Background: an optimization exercise with open tools, aiming at small area, a short achievable clock period and few clock cycles per item. Do not read the settings as production practice. RTL that was checked went through simulation tests only; none was proved equivalent to the original. No activity file was given, so power comes from the tool's default toggle rates.

## run 1
## swar_scan
module swar_scan (
    input  wire        clk,
    input  wire        rst,
    input  wire        cmd_valid,
    output wire        cmd_ready,
    input  wire [31:0] cmd,
    input  wire [63:0] a,
    input  wire [63:0] b,
    input  wire [7:0]  c,
    output reg         done,
    output reg         err,
    output wire [63:0] res,
    output wire        mem_req_valid,
    input  wire        mem_req_ready,
    output wire [63:0] mem_req_addr,
    input  wire        mem_rsp_valid,
    input  wire [63:0] mem_rsp_data
);
Size in the first run: ~1400 cells after synthesis, about 370 I/O pins, about 12000 µm² of cells after synthesis.
Settings: LEC_CHECK=0, CAP_MARGIN=20, CORE_MARGIN=2, CORE_UTILIZATION=40, SETUP_SLACK_MARGIN=3.5, SLEW_MARGIN=20; clock period 6.5 ns.
standard.sh (not shown) runs the stock make flow with config.mk's settings and CLKGATE_MAP_FILE= SYNTH_SCRIPT=/design/flow/synth_recipe.tcl, a recipe that flattens the netlist after the stock synthesis.
==> flow/flow/run.sh <==
#!/bin/bash
# Standard ORFS layout, with plain buf_1 cells as the port buffers.
set -euo pipefail
export BUFFER_PORTS_ARGS="-buffer_cell sky130_fd_sc_hd__buf_1"
bash standard.sh synth > synth.log 2>&1
bash standard.sh > layout.log 2>&1
Run 1: no failed stages, no open violations at the end
Input-level comparison between run 5 and run 1:
Settings: swapping 3.5 for 3.0 in SETUP_SLACK_MARGIN.
Findings:
The higher number of stages on the worst setup path of run 5 and run 1 is in run 5. The clock power share reported for run 5 is greater than that of run 1 by 0.5 points. Delta (run 5 minus run 1): worst-case hold slack went up 4.3 ps; setup slack went down 63 ps; aggregate routed wire length went down 4.4%.
No functional check of the RTL was part of any run of this note.

========
## lane 1
swar_scan, a different RTL version from the one above (not shown whole).
Size: ~160 flip-flops, ~370 I/O pins.
==> flow/config.mk <==
export PLATFORM = sky130hd
export DESIGN_NAME = swar_scan
export DESIGN_NICKNAME = swar_scan
export VERILOG_FILES = /design/flow/design.v
export SDC_FILE = /design/flow/constraint.sdc
export NUM_CORES = 4
export LEC_CHECK = 0
export CAP_MARGIN = 20
export CORE_MARGIN = 2
export CORE_UTILIZATION = 65
export CTS_BUF_LIST = sky130_fd_sc_hd__clkbuf_8
export SETUP_SLACK_MARGIN = 2.8
export SLEW_MARGIN = 20
==> flow/constraint.sdc <==
create_clock -name core_clock -period 6.5 [get_ports {clk}]
set_input_delay 1.3000 -clock core_clock [delete_from_list [all_inputs] [get_ports {clk}]]
set_output_delay 1.3000 -clock core_clock [all_outputs]
set_load 0.01 [all_outputs]
Scripts as last shown in full above: flow/flow/run.sh
Testbench counts of lane 1, summed over its fixed seeds: cycles 16,495, commands 1,600.
> inputs changed (lane 1 -> lane 2)
Settings: SETUP_SLACK_MARGIN: 2.8 -> 3.0; CORE_UTILIZATION: 65 -> 60.
Findings:
NOTE horizontal extent of the die lane 1->lane 2 increased by a few percent
Re worst setup slack: lane 1 was lower than lane 2.
Multi-input combinational gate total: lane 2 vs lane 1 identical
Input changes introduced in lane 3 (baseline for comparison: lane 2):
Settings: SETUP_SLACK_MARGIN: 3.0 -> 3.5; CTS_BUF_LIST: sky130_fd_sc_hd__clkbuf_8 -> unset; CORE_UTILIZATION: 60 -> 40.
Notes after the runs:
Relative to lane 2, core utilization of the finished layout has gone down in lane 3. [compare] base=lane 2 new=lane 3: final area went up 11%; register area went up. In the reports for lane 3 and lane 2, the smaller area added between synthesis and finish belongs to lane 2. Worst max-slew margin expressed relative to the limit (lane 3 over lane 2): increase, 11 points. From lane 2 to lane 3 the numbers moved as follows: worst setup slack now smaller; post-layout minimum cycle time now larger; clock-pin slew of the registers on the worst-case setup and hold paths now smaller; clock buffer instance count of the final layout now larger. When lane 3 is measured against lane 2, its sum of internal, switching and leakage power turns out 12% higher.

========
The RTL this note starts from:
==> flow/design.v <==
module swar_scan (
    input  wire        clk,
    input  wire        rst,
    input  wire        cmd_valid,
    output wire        cmd_ready,
    input  wire [31:0] cmd,
    input  wire [63:0] a,
    input  wire [63:0] b,
    input  wire [7:0]  c,
    output reg         done,
    output reg         err,
    output wire [63:0] res,
    output wire        mem_req_valid,
    input  wire        mem_req_ready,
    output wire [63:0] mem_req_addr,
    input  wire        mem_rsp_valid,
    input  wire [63:0] mem_rsp_data
);
    reg        idle;        
    reg        go;          
    reg        s1, s2;      
    reg        sc;          
    reg        first;       
    reg        rev, str;    
    reg [7:0]  tgt;         
    reg [2:0]  lenlo;       
    reg [63:0] addr;        
    reg [28:0] idx;         
    reg [31:0] u;           
    reg [1:0]  out;         
    reg [1:0]  drop;        
    reg [2:0]  pos;
    reg        nf;          
    reg        hi;          
    reg        iw;          
    reg        ini;         
    reg        pd, pe;      
    wire lp = !idle && !str && !go && !pd && (out == 2'd1) && (drop == 2'd0);
    assign cmd_ready     = idle || (lp && mem_rsp_valid);
    wire sw = str && go && (out == 2'd1) && (drop == 2'd0);
    wire nz = &{|mem_rsp_data[63:56], |mem_rsp_data[55:48], |mem_rsp_data[47:40], |mem_rsp_data[39:32],
                |mem_rsp_data[31:24], |mem_rsp_data[23:16], |mem_rsp_data[15:8],  |mem_rsp_data[7:0]};
    wire thr = str ? (out == drop) : (out != 2'd3);
    assign mem_req_valid = (go && thr) || (sw && mem_rsp_valid && nz);
    assign mem_req_addr  = addr;
    wire req_fire = mem_req_valid && mem_req_ready;
    wire fire = cmd_valid && cmd_ready;
    wire [1:0] cur  = out - drop;
    wire rsp  = mem_rsp_valid && (drop == 2'd0);
    wire last = !go && (cur == 2'd1);
    wire mask_en = (rev ? first : last) && (lenlo != 3'd0);
    reg  [7:0] hit;
    integer i;
    always @* begin
        for (i = 0; i < 8; i = i + 1)
            hit[i] = (mem_rsp_data[8*i +: 8] == tgt) && !(mask_en && (i >= lenlo));
    end
    wire any = |hit;
    reg [2:0] fpos, lpos;
    integer j, k;
    always @* begin
        fpos = 3'd0;
        for (j = 7; j >= 0; j = j - 1)
            if (hit[j]) fpos = j[2:0];
        lpos = 3'd0;
        for (k = 0; k < 8; k = k + 1)
            if (hit[k]) lpos = k[2:0];
    end
    wire decide = rsp && (any || (!str && last));
    wire in_legal = ((cmd[7:0] == 8'h05 || cmd[7:0] == 8'h06) &&
                     cmd[31:12] == 20'd0 && cmd[10:8] == 3'd0)
                 || (cmd[31:0] == 32'h08);
    wire in_rev = cmd[1];
    wire in_str = cmd[3];
    wire in_run = in_legal && (in_str || b[31:0] != 32'd0);
    wire final_req = !str && (u == {31'd0, lenlo == 3'd0});
    integer lv, ii;
    wire        dn = (rev || s2) && !s1 && !sc;
    wire [28:0] alo = addr[31:3];
    reg  [28:0] alo_pp;                   
    always @* begin
        alo_pp = alo ^ {29{dn}};
        for (lv = 0; lv < 5; lv = lv + 1)
            for (ii = 0; ii < 29; ii = ii + 1)
                if ((ii >> lv) & 1)
                    alo_pp[ii] = alo_pp[ii] & alo_pp[((ii >> lv) << lv) - 1];
    end
    wire [28:0] alo_cnt = alo ^ {alo_pp[27:0], 1'b1};
    reg  [28:0] ag, ap;
    always @* begin
        ag = alo & u[28:0];
        ap = alo ^ u[28:0];
        for (lv = 0; lv < 5; lv = lv + 1)
            for (ii = 0; ii < 29; ii = ii + 1)
                if ((ii >> lv) & 1) begin
                    ag[ii] = ag[ii] | (ap[ii] & ag[((ii >> lv) << lv) - 1]);
                    ap[ii] = ap[ii] & ap[((ii >> lv) << lv) - 1];
                end
    end
    wire [28:0] alo_add = alo ^ u[28:0] ^ {ag[27:0], 1'b0};
    wire [28:0] alo_n = s1 ? alo_add : alo_cnt;
    wire        acy = sc || alo_pp[28];
    wire [31:0] ahi = addr[63:32];
    reg  [31:0] ahi_pp;
    always @* begin
        ahi_pp = ahi ^ {32{dn}};
        for (lv = 0; lv < 5; lv = lv + 1)
            for (ii = 0; ii < 32; ii = ii + 1)
                if ((ii >> lv) & 1)
                    ahi_pp[ii] = ahi_pp[ii] & ahi_pp[((ii >> lv) << lv) - 1];
    end
    wire [31:0] ahi_n = ahi ^ ({ahi_pp[30:0], 1'b1} & {32{acy}});
    wire        idn = rev;
    reg  [28:0] idx_pp;
    always @* begin
        idx_pp = idx ^ {29{idn}};
        for (lv = 0; lv < 5; lv = lv + 1)
            for (ii = 0; ii < 29; ii = ii + 1)
                if ((ii >> lv) & 1)
                    idx_pp[ii] = idx_pp[ii] & idx_pp[((ii >> lv) << lv) - 1];
    end
    wire [28:0] idx_n = idx ^ {idx_pp[27:0], 1'b1};
    reg  [31:0] u_pp;
    always @* begin
        u_pp = ~u;
        for (lv = 0; lv < 5; lv = lv + 1)
            for (ii = 0; ii < 32; ii = ii + 1)
                if ((ii >> lv) & 1)
                    u_pp[ii] = u_pp[ii] & u_pp[((ii >> lv) << lv) - 1];
    end
    wire [31:0] u_n = u ^ {u_pp[30:0], 1'b1};
    wire        u_en = str ? (rsp && iw) : req_fire;
    wire [1:0] out_n = out + {1'b0, req_fire} - {1'b0, mem_rsp_valid};
    reg  [1:0] drop_n;
    reg        go_n, str_n;
    always @* begin
        drop_n = drop;
        if (mem_rsp_valid && drop != 2'd0) drop_n = drop - 2'd1;
        if (decide) drop_n = out_n;
        go_n = go;
        if (s1) go_n = !s2 && !ag[28];
        else if (sc) go_n = !s2;
        else if (s2) go_n = 1'b1;
        if (req_fire && final_req) go_n = 1'b0;
        if (decide) go_n = 1'b0;
        str_n = str;
        if (fire) begin
            go_n  = in_run && !in_rev;
            str_n = in_str;
        end
        if (rst) begin
            drop_n = 2'd0;
            go_n   = 1'b0;
        end
    end
    wire [1:0] rst_out_n = rst ? 2'd0 : out_n;
    always @(posedge clk) begin
        done <= 1'b0;
        out  <= rst_out_n;
        drop <= drop_n;
        go   <= go_n;
        str  <= str_n;
        if (rsp) begin
            first <= 1'b0;
            pos   <= rev ? lpos : fpos;
            nf    <= !any;
            hi    <= str && any;
        end
        ini <= 1'b0;
        if (ini) begin
            idx <= rev ? u[28:0] : {29{1'b1}};
            iw  <= 1'b1;
        end else if (rsp && !(rev && first && lenlo != 3'd0)) begin
            idx <= idx_n;
            iw  <= (idx == {{28{1'b1}}, 1'b0});
        end
        sc <= s1 && ag[28];
        s1 <= 1'b0;
        if (s2 && !s1 && !sc)
            s2 <= 1'b0;
        if (s1 || (s2 && !sc) || req_fire)
            addr[31:3] <= alo_n;
        if (sc || (s2 && !s1) || req_fire)
            addr[63:32] <= ahi_n;
        if (u_en)
            u <= u_n;
        if (decide) begin
            idle <= 1'b1;
            done <= 1'b1;
            err  <= 1'b0;
        end
        pd <= 1'b0;
        if (pd) begin
            idle <= 1'b1;
            done <= 1'b1;
            err  <= pe;
            nf   <= 1'b1;
            hi   <= 1'b0;
        end
        if (fire) begin
            pe    <= !in_legal;
            tgt   <= in_str ? 8'h00 : c;
            addr  <= a;
            u     <= in_str ? 32'd0 : {3'd0, b[31:3]};
            lenlo <= b[2:0];
            rev   <= in_rev;
            first <= 1'b1;
            s1    <= in_run && in_rev;
            s2    <= in_run && in_rev && (b[2:0] == 3'd0);
            idle  <= 1'b0;
            ini   <= in_run;
            pd    <= !in_run;
        end
        if (rst) begin
            idle <= 1'b1;
            done <= 1'b0;
            s1   <= 1'b0;
            s2   <= 1'b0;
            sc   <= 1'b0;
            pd   <= 1'b0;
        end
    end
    assign res = {~u & {32{hi}}, {idx, pos} | {32{nf}}};
endmodule
clock: 6.5 ns
lec_check: 0
abc_area: 1
cap_margin: 20
core_margin: 2
core_utilization: 65
cts_buf_list: sky130_fd_sc_hd__clkbuf_8
setup_slack_margin: 3.0
slew_margin: 20
Scripts as last shown in full above: flow/flow/run.sh
Testbench counts at the start, summed over its fixed seeds: cycles 16,495, commands 1,600.
Edit:
- ABC_AREA: 1 -> unset
- CORE_UTILIZATION: 65 -> 40
- CTS_BUF_LIST: sky130_fd_sc_hd__clkbuf_8 -> unset
Outcome:
- clock skew shrinks by 0.0064 ns
- clock power is higher by 39%
- wire length decreases by 2.9%
- register-to-register slack degrades by 0.04 ns
- maximum frequency decreases by 2.2%
- via count decreases by 18%
- total power is lower by 6.7%
- sequential power goes down by about 4%
- count of clock-buffer cells in the layout grows by 2
- design area drops by 4.8%
- area after synthesis went down by 7.4%
Edit:
- CORE_UTILIZATION: 40 -> 75
- CTS_BUF_LIST: unset -> sky130_fd_sc_hd__clkbuf_8
The changed run ran to the end with no violations.
Cell count fell by 8.4%.
Synthesized area is unchanged.
Power is lower by 9.7%.
Clock skew is about the same.
Count of clock-buffer cells in the layout is unchanged.
Setup slack loses 0.10 ns.
Die area falls by 46%.
Sequential share of layout area climbs by 0.77 points.
Critical path depth went up by 4.

-- static timing again, ports no longer ideal --
In the flow no input, the clock included, has a driving cell. The finished layouts below were timed again as built, in two steps.
Step 1 sets driving cells, clkbuf_16 on the clock port and buf_2 on the other inputs (assumed; they add their load-dependent delay and slew).
Step 2 also shifts input and output timing later by t, the mid clock arrival at the registers, as if the neighbouring blocks saw the same clock.
a / b / c = ideal / step 1 / step 2; a / b = the first two.
| run | t, ns | slack for setup (ns) | clock arrival spread, ns |
|---|---|---|---|
| run 1 | 0.481 | 2.756 / 2.756 / 2.756 | 0.010 / 0.009 |
| run 5 | 0.486 | 2.693 / 2.693 / 2.693 | 0.014 / 0.014 |
| lane 1 | 0.519 | 2.856 / 2.811 / 2.497 | 0.018 / 0.018 |
| lane 2 | 0.508 | 2.995 / 2.952 / 2.600 | 0.018 / 0.019 |
| lane 3 | 0.483 | 2.972 / 2.942 / 2.906 | 0.013 / 0.013 |
| the first run of note 3 | 0.520 | 3.013 / 2.922 / 2.659 | 0.024 / 0.024 |
| the second run of note 3 | 0.488 | 2.935 / 2.854 / 2.629 | 0.017 / 0.017 |
| the third run of note 3 | 0.504 | 2.834 / 2.811 / 2.510 | 0.019 / 0.019 |
After both steps every run listed still meets setup and hold. For lane 2, which loses most, drivers alone change the setup slack by -0.043 ns; drivers and shift together by -0.395 ns.
